This is an optimization exercise on Yosys and OpenROAD, whose aim is a short achievable clock period and few clock cycles, not a production implementation.
In this exercise RTL edits were held to simulation tests only and were not proved equivalent to the original.

<file path="flow/config.mk">
export PLATFORM = sky130hd
export DESIGN_NAME = sac_core
export DESIGN_NICKNAME = sac_core
export VERILOG_FILES = /design/flow/design.v
export SDC_FILE = /design/flow/constraint.sdc
export NUM_CORES = 4
export LEC_CHECK = 0
export ABC_CLOCK_PERIOD_IN_PS = 5000
export CAP_MARGIN = 20
export CORE_MARGIN = 2
export CORE_UTILIZATION = 30
export PLACE_DENSITY = 0.4
export SETUP_SLACK_MARGIN = 5
export SLEW_MARGIN = 20
</file>
<file path="flow/constraint.sdc">
create_clock -name core_clock -period 15.0 [get_ports {clk}]
set_input_delay 3.0000 -clock core_clock [delete_from_list [all_inputs] [get_ports {clk}]]
set_output_delay 3.0000 -clock core_clock [all_outputs]
set_load 0.01 [all_outputs]
</file>
<file path="flow/design.v">
module sac_core (
    input  wire        clk,
    input  wire        rst,
    output reg         mem_req,
    output reg         mem_we,
    output reg  [11:0] mem_addr,
    output reg  [7:0]  mem_wdata,
    input  wire [7:0]  mem_rdata,
    output wire        in_req,
    input  wire        in_valid,
    input  wire [31:0] in_data,
    output reg         out_valid,
    output reg  [2:0]  out_kind,
    output reg  [31:0] out_data,
    output reg         halted,
    output reg         faulted,
    output reg  [2:0]  fault_cause,
    output reg  [31:0] fault_addr
);
    localparam [2:0] F_FETCH_RANGE = 3'd1;
    localparam [2:0] F_ILLEGAL     = 3'd2;
    localparam [2:0] F_BAD_REG     = 3'd3;
    localparam [2:0] F_DIV_ZERO    = 3'd4;
    localparam [2:0] F_MEM_RANGE   = 3'd5;
    localparam [2:0] EV_INT      = 3'd0;
    localparam [2:0] EV_CHAR     = 3'd1;
    localparam [2:0] EV_STR_CHAR = 3'd2;
    localparam [2:0] EV_STR_END  = 3'd3;
    localparam [2:0] EV_DUMP     = 3'd4;
    localparam [2:0] EV_DUMP_B   = 3'd5;
    localparam [7:0] OP_NOP        = 8'h00;
    localparam [7:0] OP_INPUT      = 8'h01;
    localparam [7:0] OP_INPUT_CHAR = 8'h02;
    localparam [7:0] OP_ADD        = 8'h03;
    localparam [7:0] OP_SUBT       = 8'h04;
    localparam [7:0] OP_MULT       = 8'h05;
    localparam [7:0] OP_DIV        = 8'h06;
    localparam [7:0] OP_NEG        = 8'h07;
    localparam [7:0] OP_AND        = 8'h08;
    localparam [7:0] OP_OR         = 8'h09;
    localparam [7:0] OP_LSHIFT     = 8'h0A;
    localparam [7:0] OP_RSHIFT     = 8'h0B;
    localparam [7:0] OP_GT         = 8'h0C;
    localparam [7:0] OP_LT         = 8'h0D;
    localparam [7:0] OP_EQ         = 8'h0E;
    localparam [7:0] OP_BRANCH     = 8'h0F;
    localparam [7:0] OP_JUMP       = 8'h10;
    localparam [7:0] OP_COPY       = 8'h11;
    localparam [7:0] OP_OUTPUT     = 8'h12;
    localparam [7:0] OP_OUTPUT_CHAR= 8'h13;
    localparam [7:0] OP_PUSH       = 8'h14;
    localparam [7:0] OP_POP        = 8'h15;
    localparam [7:0] OP_LOAD       = 8'h17;
    localparam [7:0] OP_LOAD_BYTE  = 8'h18;
    localparam [7:0] OP_STORE      = 8'h19;
    localparam [7:0] OP_STORE_BYTE = 8'h1A;
    localparam [7:0] OP_OUTPUT_STR = 8'h1B;
    localparam [7:0] OP_CORE_DUMP  = 8'h1C;
    localparam [7:0] OP_LOAD_LIT   = 8'h1D;
    localparam [7:0] OP_JUMP_LIT   = 8'h1E;
    localparam [7:0] OP_BRANCH_LIT = 8'h1F;
    localparam [7:0] OP_SET        = 8'h20;
    localparam [7:0] OP_HALT       = 8'hFF;
    localparam [3:0] E_RUN   = 4'd0;    
    localparam [3:0] E_MUL   = 4'd1;    
    localparam [3:0] E_DIV   = 4'd2;    
    localparam [3:0] E_DIVF  = 4'd3;    
    localparam [3:0] E_IN    = 4'd4;    
    localparam [3:0] E_INW   = 4'd5;    
    localparam [3:0] E_STR1  = 4'd6;    
    localparam [3:0] E_STR2  = 4'd7;    
    localparam [3:0] E_DUMP  = 4'd8;    
    localparam [3:0] E_FAULT = 4'd9;    
    localparam [3:0] E_HALT  = 4'd10;   
    localparam [3:0] E_STOP  = 4'd11;   
    localparam [3:0] E_DIV0  = 4'd12;   
    function [2:0] op_len;
        input [7:0] o;
        begin
            case (o)
                OP_NOP, OP_INPUT, OP_INPUT_CHAR, OP_HALT:             op_len = 3'd1;
                OP_JUMP, OP_OUTPUT, OP_OUTPUT_CHAR, OP_PUSH, OP_POP,
                OP_OUTPUT_STR:                                        op_len = 3'd2;
                OP_NEG, OP_LSHIFT, OP_RSHIFT, OP_BRANCH, OP_COPY,
                OP_LOAD, OP_LOAD_BYTE, OP_STORE, OP_STORE_BYTE,
                OP_CORE_DUMP:                                         op_len = 3'd3;
                OP_ADD, OP_SUBT, OP_MULT, OP_DIV, OP_AND, OP_OR,
                OP_GT, OP_LT, OP_EQ:                                  op_len = 3'd4;
                OP_LOAD_LIT, OP_JUMP_LIT:                             op_len = 3'd5;
                OP_BRANCH_LIT, OP_SET:                                op_len = 3'd6;
                default:                                              op_len = 3'd0;
            endcase
        end
    endfunction
    reg [31:0] x [0:19];       
    reg [31:0] fpc;            
    reg        dv;             
    reg [7:0]  op, b1, b2, b3, b4, b5;
    reg [2:0]  ilen;
    reg [31:0] ipc;            
    reg [31:0] alt;            
    reg        pred;           
    reg [2:0]  mark;           
    reg [3:0]  es;             
    reg [63:0] ic_ev [0:15];
    reg [63:0] ic_od [0:15];
    reg [3:0]  ic_tag [0:31];
    reg [31:0] ic_v;
    reg [63:0] dc_ev [0:7];
    reg [63:0] dc_od [0:7];
    reg [4:0]  dc_tag [0:15];
    reg [7:0]  dc_bv [0:15];
    wire [11:0] fa   = fpc[11:0];
    wire [4:0]  fL   = fa[7:3];
    wire [4:0]  fL1  = fL + 5'd1;
    wire [11:0] fa8  = fa + 12'd8;
    wire [3:0]  fL_e = fL[4:1] + {3'd0, fL[0]};
    wire [63:0] ic_e = ic_ev[fL_e];
    wire [63:0] ic_o = ic_od[fL[4:1]];
    wire [63:0] fl0  = fL[0] ? ic_o : ic_e;
    wire [63:0] fl1  = fL[0] ? ic_e : ic_o;
    wire        fh0  = ic_v[fL]  && (ic_tag[fL]  == fa[11:8]);
    wire        fh1  = ic_v[fL1] && (ic_tag[fL1] == fa8[11:8]);
    wire [127:0] fwin = {fl0, fl1} << {fa[2:0], 3'b000};
    wire [7:0]  fb0 = fwin[127:120];
    wire [7:0]  fb1 = fwin[119:112];
    wire [7:0]  fb2 = fwin[111:104];
    wire [7:0]  fb3 = fwin[103:96];
    wire [7:0]  fb4 = fwin[95:88];
    wire [7:0]  fb5 = fwin[87:80];
    wire [2:0]  flen     = op_len(fb0);
    wire        f_oob    = fpc[31:12] != 20'd0;
    wire        f_ill    = flen == 3'd0;
    wire        f_need1  = ({1'b0, fa[2:0]} + {1'b0, flen}) > 4'd8;
    wire        f_lrange = f_need1 && (fa[11:3] == 9'h1FF);
    wire        f_hitall = fh0 && (!f_need1 || fh1);
    wire        f_lit5   = (fb0 == OP_LOAD_LIT) || (fb0 == OP_JUMP_LIT);
    wire        f_usea   = !f_lit5 && (flen >= 3'd2);
    wire        f_useb   = (flen == 3'd3) || (flen == 3'd4);
    wire        f_usec   = (flen == 3'd4);
    wire        f_bad    = (f_usea && fb1 > 8'd19) || (f_useb && fb2 > 8'd19) ||
                           (f_usec && fb3 > 8'd19);
    wire        f_ready  = f_oob || (fh0 && ((fa[2:0] < 3'd3) || fh1));
    wire [2:0]  f_mark   = f_oob ? F_FETCH_RANGE :
                           f_ill ? F_ILLEGAL :
                           f_lrange ? F_FETCH_RANGE :
                           f_bad ? F_BAD_REG : 3'd0;
    wire [31:0] f_seq    = {19'd0, {1'b0, fa} + {10'd0, flen}};
    wire [31:0] f_litl   = {fb1, fb2, fb3, fb4};
    wire [31:0] f_litrl  = {fb2, fb3, fb4, fb5};
    wire        f_bl     = fb0 == OP_BRANCH_LIT;
    wire        f_back   = f_litrl < fpc;
    wire        f_pred   = f_bl && f_back;
    wire [31:0] f_next   = (fb0 == OP_JUMP_LIT) ? f_litl : f_pred ? f_litrl : f_seq;
    wire [31:0] f_alt    = f_pred ? f_seq : f_litrl;
    wire [8:0]  f_miss_line = fh0 ? fa8[11:3] : fa[11:3];
    reg  [31:0] ra, rb;        
    wire [31:0] sp = x[17];
    wire [31:0] lit_l  = {b1, b2, b3, b4};
    wire [31:0] lit_rl = {b2, b3, b4, b5};
    wire signed [31:0] sa = ra;
    wire signed [31:0] sb = rb;
    reg  [31:0] alu;
    always @* begin
        case (op)
            OP_ADD:    alu = ra + rb;
            OP_SUBT:   alu = ra - rb;
            OP_AND:    alu = ra & rb;
            OP_OR:     alu = ra | rb;
            OP_GT:     alu = {31'd0, sa > sb};
            OP_LT:     alu = {31'd0, sa < sb};
            OP_EQ:     alu = {31'd0, ra == rb};
            OP_NEG:    alu = ~ra;
            OP_LSHIFT: alu = {ra[30:0], 1'b0};
            OP_RSHIFT: alu = {ra[31], ra[31:1]};
            default:   alu = ra;            
        endcase
    end
    wire        is_pop   = op == OP_POP;
    wire [31:0] sp_m4    = sp - 32'd4;
    wire [31:0] sp_p4    = sp + 32'd4;
    wire        ra_nz    = ra != 32'd0;
    wire [11:0] da   = is_pop ? sp_m4[11:0] : ra[11:0];
    wire [3:0]  dL   = da[6:3];
    wire [3:0]  dL1  = dL + 4'd1;
    wire [11:0] da8  = da + 12'd8;
    wire [2:0]  dL_e = dL[3:1] + {2'd0, dL[0]};
    wire [63:0] dc_e = dc_ev[dL_e];
    wire [63:0] dc_o = dc_od[dL[3:1]];
    wire [63:0] dl0  = dL[0] ? dc_o : dc_e;
    wire [63:0] dl1  = dL[0] ? dc_e : dc_o;
    wire [7:0]  dv0  = (dc_tag[dL]  == da[11:7])  ? dc_bv[dL]  : 8'd0;
    wire [7:0]  dv1  = (dc_tag[dL1] == da8[11:7]) ? dc_bv[dL1] : 8'd0;
    wire [127:0] dwin = {dl0, dl1} << {da[2:0], 3'b000};
    wire [31:0] dword = dwin[127:96];
    wire [15:0] d_need  = ((op == OP_LOAD_BYTE) ? 16'h8000 : 16'hF000) >> da[2:0];
    wire [15:0] d_miss  = d_need & ~{dv0, dv1};
    wire        d_hit   = d_miss == 16'd0;
    wire [8:0]  d_miss_line = (d_miss[15:8] == 8'd0) ? da8[11:3] : da[11:3];
    wire ra_word_ok = (ra[31:12] == 20'd0) && (ra[11:0] <= 12'd4092);
    wire ra_byte_ok = (ra[31:12] == 20'd0);
    wire sp_push_ok = (sp[31:12] == 20'd0) && (sp[11:0] <= 12'd4092);
    wire sp_pop_ok  = (sp_m4[31:12] == 20'd0) && (sp_m4[11:0] <= 12'd4092);
    wire [32:0] dump_end = {1'b0, ra} + {1'b0, rb};
    wire dump_ok    = !ra[31] && (dump_end <= 33'd4096);
    wire dump_none  = rb[31] || (rb == 32'd0);
    reg [11:0] wb_a [0:7];
    reg [7:0]  wb_d [0:7];
    reg [2:0]  wb_hd, wb_tl;
    reg [3:0]  wb_n;
    wire [2:0] wb_t1 = wb_tl + 3'd1;
    wire [2:0] wb_t2 = wb_tl + 3'd2;
    wire [2:0] wb_t3 = wb_tl + 3'd3;
    reg        fact;            
    reg        fdc;             
    reg [8:0]  fline;           
    reg [2:0]  fiss;            
    reg [2:0]  frcv;            
    reg [63:0] fbuf;
    reg        b_fill;          
    reg        b_fdc, r_fdc;
    reg [8:0]  b_fline, r_fline;
    reg        b_es;            
    reg        b_ep;
    reg        r_fill;          
    wire       infl = fact || b_fill || r_fill;    
    reg        r_es;            
    reg        r_ep;
    reg        ep;              
    reg [12:0] s_ip;            
    reg [12:0] s_rp;            
    reg        s_lo;            
    reg [7:0]  s_hb;
    reg [12:0] s_left;          
    reg [12:0] s_rleft;         
    reg [11:0] s_start;
    reg [31:0] m_a, m_b, m_acc;
    reg [31:0] dv_rem, dv_q, dv_d;
    reg        dv_neg;
    reg [5:0]  dv_bits;
    reg        in_req_r;
    reg [31:0] in_hold;
    assign in_req = in_req_r || ((es == E_RUN) && dv && (mark == 3'd0) &&
                                 ((op == OP_INPUT) || (op == OP_INPUT_CHAR)));
    wire s_data = r_es && (r_ep == ep);
    function [33:0] div4;
        input [31:0] rem;
        input [1:0]  nb;
        input [31:0] d;
        input [33:0] d3;
        reg   [34:0] t1, t2, t3;
        reg   [33:0] sft;
        begin
            sft = {rem, nb};
            t3  = {1'b0, sft} - {1'b0, d3};
            t2  = {1'b0, sft} - {2'b0, d, 1'b0};
            t1  = {1'b0, sft} - {3'b0, d};
            if (!t3[34])      div4 = {2'd3, t3[31:0]};
            else if (!t2[34]) div4 = {2'd2, t2[31:0]};
            else if (!t1[34]) div4 = {2'd1, t1[31:0]};
            else              div4 = {2'd0, sft[31:0]};
        end
    endfunction
    reg  [33:0] dv_d3;
    wire [33:0] dq_a = div4(dv_rem, dv_q[31:30], dv_d, dv_d3);
    wire [33:0] dq_b = div4(dq_a[31:0], dv_q[29:28], dv_d, dv_d3);
    reg         ex_done;       
    reg         redirect;
    reg  [31:0] rtarget;
    reg         wen;
    reg  [4:0]  wdst;
    reg  [31:0] wval;
    reg         sp_wen;
    reg  [31:0] sp_val;
    reg         st_en;         
    reg         st_word;
    reg  [11:0] st_a;
    reg  [31:0] st_d;
    reg         d_fill_req;
    reg         e_store_wait;  
    reg         e_sreq;        
    reg  [2:0]  fcause;
    reg         go_fault;
    wire wb_room4 = wb_n <= 4'd4;
    wire [8:0] stq  = (op == OP_PUSH) ? sp[11:3] : ra[11:3];
    wire [8:0] stq1 = stq + 9'd1;
    wire st_conf = (fact   && (fdc   ? (fline[3:0] == stq[3:0] || fline[3:0] == stq1[3:0])
                                     : (fline == stq || fline == stq1))) ||
                   (b_fill && (b_fdc ? (b_fline[3:0] == stq[3:0] || b_fline[3:0] == stq1[3:0])
                                     : (b_fline == stq || b_fline == stq1))) ||
                   (r_fill && (r_fdc ? (r_fline[3:0] == stq[3:0] || r_fline[3:0] == stq1[3:0])
                                     : (r_fline == stq || r_fline == stq1)));
    always @* begin
        ex_done      = 1'b0;
        redirect     = 1'b0;
        rtarget      = alt;
        wen          = 1'b0;
        wdst         = 5'd0;
        wval         = alu;
        sp_wen       = 1'b0;
        sp_val       = sp_p4;
        st_en        = 1'b0;
        st_word      = 1'b1;
        st_a         = ra[11:0];
        st_d         = rb;
        d_fill_req   = 1'b0;
        e_store_wait = 1'b0;
        e_sreq       = 1'b0;
        fcause       = mark;
        go_fault     = 1'b0;
        case (es)
            E_RUN: if (dv) begin
                if (mark != 3'd0) begin
                    go_fault = 1'b1;
                end else case (op)
                    OP_ADD, OP_SUBT, OP_AND, OP_OR, OP_GT, OP_LT, OP_EQ: begin
                        ex_done = 1'b1; wen = 1'b1; wdst = b3[4:0];
                    end
                    OP_NEG, OP_LSHIFT, OP_RSHIFT, OP_COPY: begin
                        ex_done = 1'b1; wen = 1'b1; wdst = b2[4:0];
                    end
                    OP_BRANCH: begin
                        ex_done = 1'b1; wen = ra_nz; wdst = 5'd18; wval = rb;
                    end
                    OP_JUMP: begin
                        ex_done = 1'b1; wen = 1'b1; wdst = 5'd18; wval = ra;
                    end
                    OP_BRANCH_LIT: begin
                        ex_done = 1'b1;
                        redirect = ra_nz != pred;
                    end
                    OP_SET: begin
                        ex_done = 1'b1; wen = 1'b1; wdst = b1[4:0]; wval = lit_rl;
                    end
                    OP_LOAD_LIT: begin
                        ex_done = 1'b1; wen = 1'b1; wdst = 5'd19; wval = lit_l;
                    end
                    OP_LOAD, OP_LOAD_BYTE: begin
                        if (op == OP_LOAD ? !ra_word_ok : !ra_byte_ok) begin
                            go_fault = 1'b1; fcause = F_MEM_RANGE;
                        end else if (d_hit) begin
                            ex_done = 1'b1; wen = 1'b1; wdst = b2[4:0];
                            wval = (op == OP_LOAD) ? dword : {24'd0, dword[31:24]};
                        end else
                            d_fill_req = 1'b1;
                    end
                    OP_POP: begin
                        if (!sp_pop_ok) begin
                            go_fault = 1'b1; fcause = F_MEM_RANGE;
                        end else if (d_hit) begin
                            ex_done = 1'b1; wen = 1'b1; wdst = b1[4:0]; wval = dword;
                            sp_wen = 1'b1; sp_val = sp_m4;
                        end else
                            d_fill_req = 1'b1;
                    end
                    OP_STORE, OP_STORE_BYTE: begin
                        if (op == OP_STORE ? !ra_word_ok : !ra_byte_ok) begin
                            go_fault = 1'b1; fcause = F_MEM_RANGE;
                        end else begin
                            e_store_wait = 1'b1;
                            st_word = op == OP_STORE;
                            if (!st_conf && wb_room4) begin
                                st_en = 1'b1; ex_done = 1'b1;
                            end
                        end
                    end
                    OP_PUSH: begin
                        if (!sp_push_ok) begin
                            go_fault = 1'b1; fcause = F_MEM_RANGE;
                        end else begin
                            e_store_wait = 1'b1;
                            st_a = sp[11:0]; st_d = ra;
                            if (!st_conf && wb_room4) begin
                                st_en = 1'b1; ex_done = 1'b1;
                                sp_wen = 1'b1; sp_val = sp_p4;
                            end
                        end
                    end
                    OP_DIV: begin
                        if (rb == 32'd0) begin
                            go_fault = 1'b1; fcause = F_DIV_ZERO;
                        end
                    end
                    OP_OUTPUT_STR: begin
                        if (ra[31:12] != 20'd0) begin
                            go_fault = 1'b1; fcause = F_MEM_RANGE;
                        end
                    end
                    OP_CORE_DUMP: begin
                        if (dump_none)
                            ex_done = 1'b1;
                        else if (!dump_ok) begin
                            go_fault = 1'b1; fcause = F_MEM_RANGE;
                        end
                    end
                    OP_NOP, OP_OUTPUT, OP_OUTPUT_CHAR, OP_JUMP_LIT:
                        ex_done = 1'b1;
                    default: ;    
                endcase
            end
            E_MUL: begin
                wval = m_acc + m_a * {24'd0, m_b[7:0]};
                if (m_b[31:8] == 24'd0) begin
                    ex_done = 1'b1; wen = 1'b1; wdst = b3[4:0];
                end
            end
            E_DIVF: begin
                ex_done = 1'b1; wen = 1'b1; wdst = b3[4:0];
                wval = dv_neg ? -dv_q : dv_q;
            end
            E_INW: begin
                ex_done = 1'b1; wen = 1'b1; wdst = 5'd19; wval = in_hold;
            end
            E_STR1: begin
                e_sreq = 1'b1;
                if (s_data && !s_lo && (s_rp + 13'd2 > 13'd4096)) begin
                    go_fault = 1'b1; fcause = F_MEM_RANGE;
                end
            end
            E_STR2: begin
                e_sreq = 1'b1;
                if (s_data && s_lo && s_hb == 8'd0 && mem_rdata == 8'd0)
                    ex_done = 1'b1;
            end
            E_DUMP: begin
                e_sreq = s_left != 13'd0;
                if (s_data && s_rleft == 13'd1)
                    ex_done = 1'b1;
            end
            default: ;
        endcase
        if (wen && wdst == 5'd18) begin
            redirect = 1'b1;
            rtarget  = wval;
        end
    end
    wire [31:0] xa = x[fb1[4:0]];
    wire [31:0] xb = x[fb2[4:0]];
    reg  [4:0]  e_dst;
    reg         e_wr;
    always @* begin
        e_dst = b3[4:0];
        e_wr  = 1'b0;
        case (op)
            OP_ADD, OP_SUBT, OP_AND, OP_OR, OP_GT, OP_LT, OP_EQ, OP_MULT, OP_DIV: begin
                e_dst = b3[4:0]; e_wr = 1'b1;
            end
            OP_NEG, OP_LSHIFT, OP_RSHIFT, OP_COPY, OP_LOAD, OP_LOAD_BYTE: begin
                e_dst = b2[4:0]; e_wr = 1'b1;
            end
            OP_SET, OP_POP: begin
                e_dst = b1[4:0]; e_wr = 1'b1;
            end
            OP_LOAD_LIT, OP_INPUT, OP_INPUT_CHAR: begin
                e_dst = 5'd19; e_wr = 1'b1;
            end
            default: ;
        endcase
    end
    wire        e_on  = dv && (mark == 3'd0);
    wire        e_spw = e_on && ((op == OP_PUSH) || (op == OP_POP));
    wire [31:0] f_ra = (fb1 == 8'd18) ? fpc :
                       (e_on && e_wr && {3'd0, e_dst} == fb1) ? wval :
                       (e_spw && fb1 == 8'd17) ? sp_val : xa;
    wire [31:0] f_rb = (fb2 == 8'd18) ? fpc :
                       (e_on && e_wr && {3'd0, e_dst} == fb2) ? wval :
                       (e_spw && fb2 == 8'd17) ? sp_val : xb;
    wire [3:0]   sL    = st_a[6:3];
    wire [4:0]   siL   = st_a[7:3];
    wire [11:0]  sa8   = st_a + 12'd8;
    wire [3:0]   sL1   = sL + 4'd1;
    wire [4:0]   siL1  = siL + 5'd1;
    wire [127:0] s_wd  = (st_word ? {st_d, 96'd0} : {st_d[7:0], 120'd0}) >> {st_a[2:0], 3'b000};
    wire [15:0]  s_wm  = (st_word ? 16'hF000 : 16'h8000) >> st_a[2:0];
    wire         s_two = s_wm[7:0] != 8'd0;
    wire         stm0  = dc_tag[sL]  == st_a[11:7];
    wire         stm1  = dc_tag[sL1] == sa8[11:7];
    wire         sdh0  = stm0 || (dc_bv[sL]  == 8'd0);
    wire         sdh1  = stm1 || (dc_bv[sL1] == 8'd0);
    wire         sih0  = ic_v[siL] && (ic_tag[siL] == st_a[11:8]);
    wire         sih1  = s_two && ic_v[siL1] && (ic_tag[siL1] == sa8[11:8]);
    wire         st_iinv = st_en && (sih0 || sih1);
    wire [63:0]  s_d0  = s_wd[127:64];
    wire [63:0]  s_d1  = s_wd[63:0];
    wire [7:0]   s_m0  = sdh0 ? s_wm[15:8] : 8'd0;
    wire [7:0]   s_m1  = sdh1 ? s_wm[7:0] : 8'd0;
    wire [2:0]   s_eidx = sL[3:1] + {2'd0, sL[0]};
    wire [2:0]   s_oidx = sL[3:1];
    wire [63:0]  s_ed   = sL[0] ? s_d1 : s_d0;
    wire [63:0]  s_od   = sL[0] ? s_d0 : s_d1;
    wire [7:0]   s_em   = st_en ? (sL[0] ? s_m1 : s_m0) : 8'd0;
    wire [7:0]   s_om   = st_en ? (sL[0] ? s_m0 : s_m1) : 8'd0;
    wire stopped  = (es == E_STOP) || (es == E_FAULT) || (es == E_HALT);
    reg  [8:0]  pfp;
    wire [8:0]  pf_line = pfp;
    wire [8:0]  pf_d    = pfp - fa[11:3];
    wire        pf_keep = (pf_d != 9'd0) && (pf_d <= 9'd24);
    wire        pf_ahead = pf_keep && (pf_d <= 9'd12);
    wire        pf_have = ic_v[pfp[4:0]] && (ic_tag[pfp[4:0]] == pfp[8:5]);
    wire        pf_infl = (fact && fline == pfp && !fdc) || (b_fill && b_fline == pfp && !b_fdc) ||
                          (r_fill && r_fline == pfp && !r_fdc);
    wire i_fill_req = !f_ready && !stopped && !((fact && fline == f_miss_line && !fdc) || (b_fill && b_fline == f_miss_line && !b_fdc) || (r_fill && r_fline == f_miss_line && !r_fdc));
    wire d_fill_ok  = !((fact && fline == d_miss_line && fdc) || (b_fill && b_fline == d_miss_line && b_fdc) || (r_fill && r_fline == d_miss_line && r_fdc));
    wire pf_req     = !stopped && !f_oob && pf_ahead && !pf_have && !pf_infl;
    reg        dpf_v;
    reg  [8:0] dpf_line;
    wire [11:0] da_m8 = da - 12'd8;
    wire       dpf_have = (dc_tag[dpf_line[3:0]] == dpf_line[8:4]) && (dc_bv[dpf_line[3:0]] == 8'hFF);
    wire       dpf_req  = dpf_v && !dpf_have && !stopped &&
                          !((fact && fline == dpf_line && fdc) || (b_fill && b_fline == dpf_line && b_fdc) ||
                            (r_fill && r_fline == dpf_line && r_fdc));
    wire       d_acc    = (es == E_RUN) && dv && (mark == 3'd0) && ex_done &&
                          (op == OP_LOAD || op == OP_LOAD_BYTE || op == OP_POP);
    wire [8:0] st_line = d_fill_req ? d_miss_line : i_fill_req ? f_miss_line :
                         dpf_req ? dpf_line : pf_line;
    wire can_start  = !fact && (wb_n == 4'd0) && !e_store_wait && !e_sreq;
    integer i, k;
    always @(posedge clk) begin
        r_fill  <= b_fill;
        r_fdc   <= b_fdc;
        r_fline <= b_fline;
        r_es   <= b_es && mem_req;
        r_ep   <= b_ep;
        mem_req   <= 1'b0;
        mem_we    <= 1'b0;
        b_fill    <= 1'b0;
        b_es      <= 1'b0;
        b_ep      <= ep;
        if (fact) begin
            mem_req  <= 1'b1;
            mem_addr <= {fline, fiss};
            b_fill   <= 1'b1;
            b_fdc    <= fdc;
            b_fline  <= fline;
            fiss     <= fiss + 3'd1;
            if (fiss == 3'd7) fact <= 1'b0;
        end else if (wb_n != 4'd0) begin
            mem_req   <= 1'b1;
            mem_we    <= 1'b1;
            mem_addr  <= wb_a[wb_hd];
            mem_wdata <= wb_d[wb_hd];
            wb_hd     <= wb_hd + 3'd1;
        end else if (e_sreq) begin
            mem_req  <= 1'b1;
            mem_addr <= s_ip[11:0];
            b_es     <= 1'b1;
            s_ip     <= s_ip + 13'd1;
        end else if (can_start && (d_fill_req ? d_fill_ok : (i_fill_req || dpf_req || pf_req))) begin
            fact     <= 1'b1;
            fdc      <= d_fill_req || (!i_fill_req && dpf_req);
            fline    <= st_line;
            fiss     <= 3'd1;
            mem_req  <= 1'b1;
            mem_addr <= {st_line, 3'd0};
            b_fill   <= 1'b1;
            b_fdc    <= d_fill_req || (!i_fill_req && dpf_req);
            b_fline  <= st_line;
            if (!d_fill_req && !i_fill_req && dpf_req)
                dpf_v <= 1'b0;
        end
        if (!pf_keep)
            pfp <= fa[11:3] + 9'd1;
        else if (pf_ahead && (pf_have || pf_infl ||
                 (can_start && pf_req && !d_fill_req && !i_fill_req && !dpf_req)))
            pfp <= pfp + 9'd1;
        if (dpf_v && dpf_have)
            dpf_v <= 1'b0;
        if (d_acc) begin
            dpf_v    <= 1'b1;
            dpf_line <= is_pop ? da_m8[11:3] : da8[11:3];
        end
        if (r_fill) begin
            fbuf <= {fbuf[55:0], mem_rdata};
            frcv <= frcv + 3'd1;
        end
        if (r_fill && frcv == 3'd7) begin
            if (r_fdc) begin
                if (r_fline[0]) dc_od[r_fline[3:1]] <= {fbuf[55:0], mem_rdata};
                else            dc_ev[r_fline[3:1]] <= {fbuf[55:0], mem_rdata};
                dc_tag[r_fline[3:0]] <= r_fline[8:4];
                dc_bv[r_fline[3:0]]  <= 8'hFF;
            end else begin
                if (r_fline[0]) ic_od[r_fline[4:1]] <= {fbuf[55:0], mem_rdata};
                else            ic_ev[r_fline[4:1]] <= {fbuf[55:0], mem_rdata};
                ic_tag[r_fline[4:0]] <= r_fline[8:5];
                ic_v[r_fline[4:0]]   <= 1'b1;
            end
        end
        for (k = 0; k < 8; k = k + 1) begin
            if (s_em[k]) dc_ev[s_eidx][8*k +: 8] <= s_ed[8*k +: 8];
            if (s_om[k]) dc_od[s_oidx][8*k +: 8] <= s_od[8*k +: 8];
        end
        if (st_en && s_m0 != 8'd0) begin
            dc_tag[sL] <= st_a[11:7];
            dc_bv[sL]  <= (stm0 ? dc_bv[sL] : 8'd0) | s_m0;
        end
        if (st_en && s_m1 != 8'd0) begin
            dc_tag[sL1] <= sa8[11:7];
            dc_bv[sL1]  <= (stm1 ? dc_bv[sL1] : 8'd0) | s_m1;
        end
        if (st_en) begin
            if (sih0) ic_v[siL] <= 1'b0;
            if (sih1) ic_v[siL1] <= 1'b0;
            if (st_word) begin
                wb_a[wb_tl]        <= st_a;
                wb_d[wb_tl]        <= st_d[31:24];
                wb_a[wb_t1] <= st_a + 12'd1;
                wb_d[wb_t1] <= st_d[23:16];
                wb_a[wb_t2] <= st_a + 12'd2;
                wb_d[wb_t2] <= st_d[15:8];
                wb_a[wb_t3] <= st_a + 12'd3;
                wb_d[wb_t3] <= st_d[7:0];
                wb_tl <= wb_tl + 3'd4;
            end else begin
                wb_a[wb_tl] <= st_a;
                wb_d[wb_tl] <= st_d[7:0];
                wb_tl <= wb_tl + 3'd1;
            end
        end
        wb_n <= wb_n + (st_en ? (st_word ? 4'd4 : 4'd1) : 4'd0)
                     - ((!fact && wb_n != 4'd0) ? 4'd1 : 4'd0);
        if (sp_wen)
            x[17] <= sp_val;
        if (wen && wdst != 5'd18)
            x[wdst] <= wval;
        if (!dv || ex_done) begin
            op   <= fb0;
            b1   <= fb1; b2 <= fb2; b3 <= fb3; b4 <= fb4; b5 <= fb5;
            ilen <= flen;
            ipc  <= fpc;
            alt  <= f_alt;
            ra   <= f_ra;
            rb   <= f_rb;
            pred <= f_pred;
            mark <= f_mark;
        end
        if (redirect) begin
            fpc <= rtarget;
            dv  <= 1'b0;
        end else if (!dv || ex_done) begin
            dv <= f_ready && !st_iinv;
            if (f_ready && !st_iinv)
                fpc <= f_next;
        end
        out_valid <= 1'b0;
        case (es)
            E_RUN: if (dv) begin
                if (go_fault) begin
                    fault_cause <= fcause;
                    es <= E_FAULT;
                end else case (op)
                    OP_OUTPUT: begin
                        out_valid <= 1'b1; out_kind <= EV_INT; out_data <= ra;
                    end
                    OP_OUTPUT_CHAR: begin
                        out_valid <= 1'b1; out_kind <= EV_CHAR; out_data <= {16'd0, ra[15:0]};
                    end
                    OP_MULT: begin
                        m_a <= ra; m_b <= rb; m_acc <= 32'd0;
                        es <= E_MUL;
                    end
                    OP_DIV: begin
                        dv_rem  <= 32'd0;
                        dv_q    <= ra[31] ? -ra : ra;
                        dv_d    <= rb[31] ? -rb : rb;
                        dv_neg  <= ra[31] ^ rb[31];
                        dv_bits <= 6'd0;
                        es      <= E_DIV0;
                    end
                    OP_INPUT, OP_INPUT_CHAR: begin
                        if (in_valid) begin
                            in_hold <= (op == OP_INPUT) ? in_data : {16'd0, in_data[15:0]};
                            es      <= E_INW;
                        end else begin
                            in_req_r <= 1'b1;
                            es       <= E_IN;
                        end
                    end
                    OP_HALT:
                        es <= E_HALT;
                    OP_OUTPUT_STR: begin
                        if (wb_n == 4'd0) begin
                            s_ip    <= {1'b0, ra[11:0]};
                            s_rp    <= {1'b0, ra[11:0]};
                            s_start <= ra[11:0];
                            s_lo    <= 1'b0;
                            ep      <= ~ep;
                            es      <= E_STR1;
                        end
                    end
                    OP_CORE_DUMP: begin
                        if (dump_none) begin
                            out_valid <= 1'b1; out_kind <= EV_DUMP; out_data <= ra;
                        end else if (wb_n == 4'd0) begin
                            out_valid <= 1'b1; out_kind <= EV_DUMP; out_data <= ra;
                            s_ip    <= {1'b0, ra[11:0]};
                            s_left  <= rb[12:0];
                            s_rleft <= rb[12:0];
                            ep      <= ~ep;
                            es      <= E_DUMP;
                        end
                    end
                    default: ;
                endcase
            end
            E_MUL: begin
                m_acc <= wval;
                m_a   <= {m_a[23:0], 8'd0};
                m_b   <= {8'd0, m_b[31:8]};
                if (ex_done) es <= E_RUN;
            end
            E_DIV0: begin
                dv_d3 <= {2'd0, dv_d} + {1'd0, dv_d, 1'b0};
                es    <= E_DIV;
                if (dv_q[31:24] == 8'd0) begin
                    dv_q    <= {dv_q[23:0], 8'd0};
                    dv_bits <= 6'd8;
                end
            end
            E_DIV: begin
                if (dv_rem == 32'd0 && dv_q[31:24] == 8'd0 && dv_bits <= 6'd24) begin
                    dv_q    <= {dv_q[23:0], 8'd0};
                    dv_bits <= dv_bits + 6'd8;
                    if (dv_bits == 6'd24) es <= E_DIVF;
                end else begin
                    dv_rem  <= dq_b[31:0];
                    dv_q    <= {dv_q[27:0], dq_a[33:32], dq_b[33:32]};
                    dv_bits <= dv_bits + 6'd4;
                    if (dv_bits == 6'd28) es <= E_DIVF;
                end
            end
            E_DIVF:
                es <= E_RUN;
            E_IN: begin
                if (in_valid) begin
                    in_req_r <= 1'b0;
                    in_hold  <= (op == OP_INPUT) ? in_data : {16'd0, in_data[15:0]};
                    es       <= E_INW;
                end
            end
            E_INW:
                es <= E_RUN;
            E_STR1: begin
                if (go_fault) begin
                    fault_cause <= fcause;
                    es <= E_FAULT;
                end else if (s_data) begin
                    if (!s_lo) begin
                        s_hb <= mem_rdata;
                        s_lo <= 1'b1;
                    end else begin
                        s_lo <= 1'b0;
                        if (s_hb == 8'd0 && mem_rdata == 8'd0) begin
                            s_ip <= {1'b0, s_start};
                            s_rp <= {1'b0, s_start};
                            ep   <= ~ep;
                            es   <= E_STR2;
                        end else
                            s_rp <= s_rp + 13'd2;
                    end
                end
            end
            E_STR2: begin
                if (s_data) begin
                    if (!s_lo) begin
                        s_hb <= mem_rdata;
                        s_lo <= 1'b1;
                    end else begin
                        s_lo      <= 1'b0;
                        out_valid <= 1'b1;
                        if (s_hb == 8'd0 && mem_rdata == 8'd0) begin
                            out_kind <= EV_STR_END;
                            out_data <= 32'd0;
                            ep       <= ~ep;
                            es       <= E_RUN;
                        end else begin
                            out_kind <= EV_STR_CHAR;
                            out_data <= {16'd0, s_hb, mem_rdata};
                        end
                    end
                end
            end
            E_DUMP: begin
                if (e_sreq && !fact && wb_n == 4'd0)
                    s_left <= s_left - 13'd1;
                if (s_data) begin
                    out_valid <= 1'b1;
                    out_kind  <= EV_DUMP_B;
                    out_data  <= {24'd0, mem_rdata};
                    s_rleft   <= s_rleft - 13'd1;
                    if (s_rleft == 13'd1) begin
                        ep <= ~ep;
                        es <= E_RUN;
                    end
                end
            end
            E_FAULT: begin
                if (wb_n == 4'd0) begin
                    faulted    <= 1'b1;
                    fault_addr <= ipc;
                    es         <= E_STOP;
                end
            end
            E_HALT: begin
                if (wb_n == 4'd0) begin
                    halted <= 1'b1;
                    es     <= E_STOP;
                end
            end
            default: ;
        endcase
        if (rst) begin
            for (i = 0; i < 20; i = i + 1)
                x[i] <= 32'd0;
            fpc       <= 32'd0;
            dv        <= 1'b0;
            es        <= E_RUN;
            ic_v      <= 32'd0;
            for (i = 0; i < 16; i = i + 1)
                dc_bv[i] <= 8'd0;
            wb_hd     <= 3'd0;
            wb_tl     <= 3'd0;
            wb_n      <= 4'd0;
            fact      <= 1'b0;
            frcv      <= 3'd0;
            dpf_v     <= 1'b0;
            pfp       <= 9'd1;
            mem_req   <= 1'b0;
            mem_we    <= 1'b0;
            b_fill    <= 1'b0;
            b_es      <= 1'b0;
            r_fill    <= 1'b0;
            r_es      <= 1'b0;
            ep        <= 1'b0;
            in_req_r  <= 1'b0;
            out_valid <= 1'b0;
            halted    <= 1'b0;
            faulted   <= 1'b0;
            fault_cause <= 3'd0;
            fault_addr  <= 32'd0;
        end
    end
endmodule
</file>
<file path="flow/run.sh">
#!/bin/bash
# synth_recipe.tcl (not shown) runs the flow's synth.tcl, then flattens the netlist and writes it again
# the make line also repeats each setting of config.mk as NAME=value (left out here)
make -C /OpenROAD-flow-scripts/flow DESIGN_CONFIG=/design/flow/config.mk WORK_HOME=/design/flow/orfs CLKGATE_MAP_FILE= SYNTH_SCRIPT=/design/flow/synth_recipe.tcl finish
</file>
==> metrics.yaml <==
slew-limit-headroom_pct: 7.25
drcViolationCount: 0
yosys_warnings: 1
cts_tree: "yes"
synth_xor_xnor_area_share_pct: 2.32
die_area_sq_um: 1020000
synth_seq_area_share_pct: 52.4
antenna_found_initial: 147
start_util_pct: 30.0
postSynth.asyncResetShare_pct: 0
critical_path_arrival_ns: 10.83
synthMuxAreaShare_pct: 16.6
cp-end-kind: "flip-flop"
clock-sinks: 5417
setup_tns_ns: 0
leakagePower_nw: 119
hp-class: "flip-flop to flip-flop"
ys_types: 124
route.detailed.vias_per_inst: 6.00
dpl.hpwl_mm: 1050
post_cts_hold_buffer_count: 0
io_buffers: 138
maxSlewViolCount: 0
critPathMaxFanout: 35
synth_top_family_by_area: "multiplexers"
timing.final.hold_violations: 0
globalRoute.totalOverflow: 0
avgRoutedWirePerCell_um: 38.6
status: "complete, no violations"
timing.clock.skew_ns: 0.116
finalWirelength_mm: 1510
clkTransAtPathRegs_ns: 0.06
root_buffer: "sky130_fd_sc_hd__clkbuf_16"
synth_top_cells_by_area: "sky130_fd_sc_hd__edfxtp_1 50%, sky130_fd_sc_hd__mux4_2 10%, sky130_fd_sc_hd__nand2_1 3.5%"
synth-edff-count: 5109
adder_cell_fraction_of_synth_area_pct: 3.20
grt_use_total_pct: 28.6
setup.worst_path.class: "flip-flop to flip-flop"
period_minus_slack_ns: 10.10
flow.area_growth_from_synthesis_pct: 14.2
grt_first_pass_wirelength_mm: 2030
clock_tree.htree_level_count: 6
final_common_cell: "sky130_fd_sc_hd__edfxtp_1"
tritoncts.num_buffers: 660
drtAntennaViolNets: 0
grt_start_max_net_pins: 127
syn_area_per_cell_sq_um: 12.1
vdd_drop_max_mv: 0.233
clock.fmax_mhz: 99.1
synthDominantCellAreaShare_pct: 50.4
post_synth_and_or_nand_nor_area_fraction_pct: 11.2
synth_compound_gate_area_share_pct: 10.8
ys_seq_elements: 5417
synthCells: 25200
post_synthesis_instance_area_sq_um: 305000
finalSetupViolations: 0
place.gp.congestion: 0.975
fillerInstances: 99800
via_count: 235000
die_width_mm: 1.01
timing_worst_slew_pin_value_ns: 1.39
num_io_pins: 139
final_cycle_share_pct: 67.3
layout_common_cells: "5109 x sky130_fd_sc_hd__edfxtp_1, 2827 x sky130_fd_sc_hd__nand2_1, 1946 x sky130_fd_sc_hd__nor2_1, 1345 x sky130_fd_sc_hd__mux4_2, 1081 x sky130_fd_sc_hd__a21oi_1"
fp.coreArea_sq_um: 1010000
grt_setup_unrepaired: "no"
worst_skew_pair.late_latency_ns: 1.19
yosys.area.top_type: "sky130_fd_sc_hd__edfxtp_1"
num_rows: 370
die-height_mm: 1.01
worst_ep_required_time_ns: 15.74
dr.pass1.iters: 9
iter_0_drt_violations: 31400
flip_flop_cell_with_the_highest_count_after_synthesis: "sky130_fd_sc_hd__edfxtp_1"
num-nets-final: 25900
finalCoreUtilization_pct: 34.3
cts_max_path_buffers: 5
ratio_of_total_power_to_cell_area_nw_per_um2: 239
power.total_w: 0.0830
timing.max_cap.violations: 0
startpoint_type: "flip-flop"
layout-drive-gt1-share_pct: 19.3
number_of_global_route_vias_before_repair: 226000
[per-layer routing]
metal	up-vias	GRT usage (%)	part of all wire (%)	wire, um
li1	96700	-	-	-
met4	88	12.8	5.3	80500
met2	12200	44.8	45	681000
met3	2793	6.59	8.8	134000
met1	123000	37.7	41	618000
met5	-	0.204	0.068	1030
[sequential cells by signal (all words and copies together), names as in the netlist, 34 cells and up, named ones only]
name	flops
dc_bv	128
dc_ev	512
wb_d	64
dv_d3	34
x	1024
dc_od	512
ic_tag	128
wb_a	96
dc_tag	80
ic_ev	1024
ic_od	1024
fbuf	56
[cell usage after synthesis, types with 264 or more instances]
cell type / instances
sky130_fd_sc_hd__a211oi_1: 281
sky130_fd_sc_hd__a21oi_1: 1128
sky130_fd_sc_hd__a22oi_1: 264
sky130_fd_sc_hd__and2_1: 285
sky130_fd_sc_hd__and3_1: 266
sky130_fd_sc_hd__buf_1: 303
sky130_fd_sc_hd__buf_2: 303
sky130_fd_sc_hd__clkbuf_1: 1217
sky130_fd_sc_hd__dfxtp_1: 308
sky130_fd_sc_hd__edfxtp_1: 5109
sky130_fd_sc_hd__ha_1: 463
sky130_fd_sc_hd__inv_1: 628
sky130_fd_sc_hd__mux2_2: 944
sky130_fd_sc_hd__mux2i_1: 879
sky130_fd_sc_hd__mux4_2: 1346
sky130_fd_sc_hd__nand2_1: 2860
sky130_fd_sc_hd__nand3_1: 813
sky130_fd_sc_hd__nor2_1: 2028
sky130_fd_sc_hd__nor3_1: 329
sky130_fd_sc_hd__o21ai_0: 1109
sky130_fd_sc_hd__xnor2_1: 532
[path summary, 6_finish.rpt]
| kind | from | endpoint | cells past startpoint | slack [ns] |
|---|---|---|---|---|
| setup / recovery | op[5]$_DFFE_PP_ | x[30][30]$_DFFE_PP_ | 26 | 4.90 |
| hold / removal | b_ep$_DFF_P_ | r_ep$_DFF_P_ | 0 | 0.33 |
| setup reg to reg | op[5]$_DFFE_PP_ | x[30][30]$_DFFE_PP_ | 26 | 4.90 |
| hold reg to reg | b_ep$_DFF_P_ | r_ep$_DFF_P_ | 0 | 0.33 |
[final cells by class]
| cell class | instances | area [sq um] | area share (%) |
|---|---|---|---|
| Clock inverter | 346 | 3230 | 0.928 |
| Inverter | 662 | 2550 | 0.733 |
| Sequential cell | 5417 | 160000 | 45.9 |
| Tap cell | 13400 | 16800 | 4.82 |
| Timing Repair Buffer | 1230 | 10100 | 2.91 |
| Antenna cell | 57 | 143 | 0.0410 |
| Clock buffer | 836 | 17500 | 5.04 |
| Multi-Input combinational cell | 17300 | 138000 | 39.6 |
[through the flow]
step / cells / instance area [sq um] / setup slack, ns / hold WS [ns]
finish: 39200 / 348000 / 4.90 / 0.326
global route: 39100 / 348000 / 4.96 / 0.334
CTS: 39100 / 347000 / 4.92 / 0.327
detailed placement: 37900 / 326000 / 2.83 / 0.314
global placement: 37900 / 326000 / 2.57 / 0.312
floorplan: 25200 / 305000 / 5.77 / 0.310
[power breakdown]
group / internal, W / total, W / switching (W)
registers: 0.0181 / 0.0189 / 0.000818
clock network: 0.00889 / 0.0159 / 0.00701
logic: 0.0141 / 0.0482 / 0.0340
[repair_timing]
| item | in CTS | in global routing |
|---|---|---|
| pin swaps | 9 | 5 |
| buffers inserted | 14 | 11 |
| endpoints found under the setup margin | 1847 | 773 |
| resized for setup | 51 | 40 |
| gates cloned | 2 | 1 |
| hold endpoints to repair | 0 | 0 |
[critical path, cell delays in order, from the launching register on]
cell	delay (ns)
sky130_fd_sc_hd__edfxtp_1	0.49
sky130_fd_sc_hd__nor4b_4	0.31
sky130_fd_sc_hd__buf_4	0.45
sky130_fd_sc_hd__buf_4	0.42
sky130_fd_sc_hd__a21oi_2	0.08
sky130_fd_sc_hd__buf_4	0.31
sky130_fd_sc_hd__nor2_4	0.20
sky130_fd_sc_hd__buf_4	0.37
sky130_fd_sc_hd__ha_4	0.25
sky130_fd_sc_hd__ha_4	0.51
sky130_fd_sc_hd__xnor3_2	0.63
sky130_fd_sc_hd__o21ai_4	0.22
sky130_fd_sc_hd__buf_12	0.16
sky130_fd_sc_hd__buf_4	0.40
sky130_fd_sc_hd__buf_4	0.48
sky130_fd_sc_hd__mux4_2	0.45
sky130_fd_sc_hd__a22oi_1	0.18
sky130_fd_sc_hd__o21ai_0	0.44
sky130_fd_sc_hd__a22oi_1	0.34
sky130_fd_sc_hd__o21ai_0	0.13
sky130_fd_sc_hd__a221oi_2	0.42
sky130_fd_sc_hd__buf_4	0.37
sky130_fd_sc_hd__o211a_1	0.27
sky130_fd_sc_hd__o22ai_1	0.30
sky130_fd_sc_hd__o31ai_4	0.32
sky130_fd_sc_hd__buf_4	0.55
sky130_fd_sc_hd__inv_1	0.37
[cell families (layout without fill, tap and decap cells)]
kind of cell | Yosys count | count (layout)
AOI/OAI and AO/OA | 4977 | 4978
xor gates and xnor gates | 781 | 781
adders and majority gates | 661 | 661
buffers and inverters | 2541 | 3074
DFF | 5417 | 5417
muxes | 3248 | 3249
other | 1 | 89
and+or+nand+nor | 7558 | 7559
Testbench counts, summed over its fixed seeds: cycles 89,243.

## static timing again, ports no longer ideal
No port has a modelled driver above. Below, the same layout with a new extraction and two added sets of constraints.
Step 1, drivers: a clkbuf_16 drives clk and a buf_2 each remaining input, both assumed.
Step 2, shift: input delay + t, output delay - t, t = (earliest + latest rising clock arrival at the registers) / 2. This alone moves slack from input paths to output paths.
a / b / c = no drivers / after step 1 / after step 2; a / b = the first two.
shift t [ns]: 1.283
setup slack, ns: 4.905 / 4.905 / 4.905
clock arrival spread, ns: 0.119 / 0.119
worst slew at a driven data input, ns: 0.17
pins driven straight from the clock port: 1
After both steps setup and hold are still met in this run. The setup slack of this run moves by 0.000 ns with the drivers and by 0.000 ns with both steps.
